Background: an optimization exercise with open tools, aiming at small area, a short achievable clock period and few clock cycles. Do not read the settings as production practice. The RTL was checked by simulation tests, not by an equivalence proof against the original design. Power is estimated from default activity; no workload was simulated.

Setup of v3:
==> flow/design.v (excerpt) <==
module nut_fcv (
    input  wire        clk,
    input  wire        rst,         
    input  wire        bus_en,      
    input  wire        bus_we,      
    input  wire [1:0]  bus_size,    
    input  wire [11:0] bus_addr,    
    input  wire [31:0] bus_wdata,
    output reg  [31:0] bus_rdata    
);
    localparam [7:0]  SOI_CHAR     = 8'h7E;      
    localparam [7:0]  EOI_CHAR     = 8'h0D;
    localparam [15:0] PROTO_VER    = 16'h3132;   
    localparam [15:0] ADDR_DEFAULT = 16'h3130;   
    localparam [3:0] O_OK          = 4'd0;
    localparam [3:0] O_TIMEOUT     = 4'd1;
    localparam [3:0] O_IO_ERROR    = 4'd2;
    localparam [3:0] O_SHORT_READ  = 4'd3;
    localparam [3:0] O_REJECTED    = 4'd4;
    localparam [3:0] O_BAD_LCHK    = 4'd8;
    localparam [3:0] O_BAD_CHK     = 4'd9;
    localparam [3:0] O_BAD_ARGUMENT= 4'd10;
    localparam [3:0] O_ILLEGAL     = 4'd11;
    localparam [3:0] O_WRONG_MODE  = 4'd12;
    localparam [7:0] OP_BUILD    = 8'h01;
    localparam [7:0] OP_LCHK     = 8'h02;
    localparam [7:0] OP_PCHK     = 8'h03;
    localparam [7:0] OP_VALIDATE = 8'h04;
    localparam [7:0] OP_CHKLEN   = 8'h05;
    localparam [7:0] OP_CHKSUM   = 8'h06;
    localparam [7:0] OP_HEX2VAL  = 8'h07;
    localparam [7:0] OP_HEX2STR  = 8'h08;
    localparam [7:0] OP_EXCHANGE = 8'h09;
  ...
Size in the first run: ~13000 cells after synthesis, roughly 82 I/O pins, about 170000 sq um of cells after synthesis.
Settings: LEC_CHECK=0, CAP_MARGIN=30, CORE_MARGIN=2, CORE_UTILIZATION=35, CTS_BUF_LIST=sky130_fd_sc_hd__clkbuf_8 sky130_fd_sc_hd__clkbuf_16, CTS_CLUSTER_DIAMETER=80, CTS_CLUSTER_SIZE=30, PLACE_DENSITY=0.5, SETUP_SLACK_MARGIN=5, SLEW_MARGIN=30; clock period 10.0 ns.
run.sh (not shown) runs the stock make flow with config.mk's settings and CLKGATE_MAP_FILE= SYNTH_SCRIPT=/design/flow/synth_recipe.tcl, a recipe that flattens the netlist after the stock synthesis.
Testbench counts of v3, summed over its fixed seeds: cycles 30,839.
For v26, these inputs were changed with respect to v3:
# v3
export LEC_CHECK = 0
export CAP_MARGIN = 30
export CORE_MARGIN = 2
export CORE_UTILIZATION = 35
export CTS_BUF_LIST = sky130_fd_sc_hd__clkbuf_8 sky130_fd_sc_hd__clkbuf_16
export CTS_CLUSTER_DIAMETER = 80
export CTS_CLUSTER_SIZE = 30
export PLACE_DENSITY = 0.5
export SETUP_SLACK_MARGIN = 5
export SLEW_MARGIN = 30
create_clock -name core_clock -period 10.0 [get_ports {clk}]
# v26
export LEC_CHECK = 0
export CAP_MARGIN = 30
export CORE_MARGIN = 2
export CORE_UTILIZATION = 50
export PLACE_DENSITY = 0.65
export SETUP_SLACK_MARGIN = 5
export SLEW_MARGIN = 30
create_clock -name core_clock -period 10.0 [get_ports {clk}]
Notes after the runs:
Taking v26 over v3, the total power density per cell area ratio works out to 1.11. v3 → v26: global-route usage up 17 points; data required time at the worst endpoint grew by 0.03 ns; total via count in the routed design went up. [v26 vs v3] setup slack: higher in v26. Clock skew on v26 is ahead of v3. Compared with v3, v26 shows combinational share of power lower by 1.8 points. Where die area is concerned, v3 is outperformed by v26. Re clock-cell share of area: v26 is 2.6 points up on v3.
Edits applied to the flow inputs when going from v26 to v6:
# v26
export LEC_CHECK = 0
export CAP_MARGIN = 30
export CORE_MARGIN = 2
export CORE_UTILIZATION = 50
export PLACE_DENSITY = 0.65
export SETUP_SLACK_MARGIN = 5
export SLEW_MARGIN = 30
create_clock -name core_clock -period 10.0 [get_ports {clk}]
# v6
export LEC_CHECK = 0
export CAP_MARGIN = 30
export CORE_MARGIN = 2
export CORE_UTILIZATION = 50
export CTS_BUF_LIST = sky130_fd_sc_hd__clkbuf_8 sky130_fd_sc_hd__clkbuf_16
export CTS_CLUSTER_DIAMETER = 80
export CTS_CLUSTER_SIZE = 30
export PLACE_DENSITY = 0.65
export SETUP_SLACK_MARGIN = 5
export SLEW_MARGIN = 30
create_clock -name core_clock -period 10.0 [get_ports {clk}]
Notes after the runs:
From v26 to v6 the numbers moved as follows: die area level, wire length of the first global-routing pass moved down, non-clock buffer count moved up.
Largest clock skew in the final design, v6 and v26: larger value in v6
Comparing v6 and v26, the lower fmax was measured on v6.
Higher post-detailed-routing wire length was reported by v26, not v6.
Share of final layout cell area taken by non-clock buffers came out higher on v6 than on v26.
Clock group power ends up higher on v26.
Against v26, final routed wire length divided by cell count in v6 rose slightly.

[afterwards: timing with drivers on the ports]
The results above use ideal ports. As a check the final layouts listed here were re-extracted and re-timed, cells and wires unchanged. Step 1, drivers: a clkbuf_16 drives clk and a buf_2 each remaining input, both assumed. Step 2 adds t to the input delays and takes it off the output delays; t is the mean of the earliest and latest rising clock arrival at the registers after step 1. Input paths then give back, and output paths get back, about the clock's delay inside the block. Three values: no drivers, after step 1, after step 2; two values: the first two.
run | t (ns) | setup WS [ns] | latest minus earliest clock arrival (ns) | worst slew at a driven data input, ns | cell pins on the clock port's net
v3 | 1.139 | 4.593 / 4.593 / 3.595 | 0.152 / 0.152 | 0.29 | 1
v26 | 1.170 | 4.661 / 4.537 / 3.367 | 0.109 / 0.110 | 0.38 | 1
v6 | 1.124 | 4.617 / 4.573 / 3.449 | 0.138 / 0.138 | 0.67 | 1
After both steps every run listed still meets setup and hold. The setup slack of v26, which loses most, moves by -0.124 ns with the drivers and by -1.294 ns with both steps.
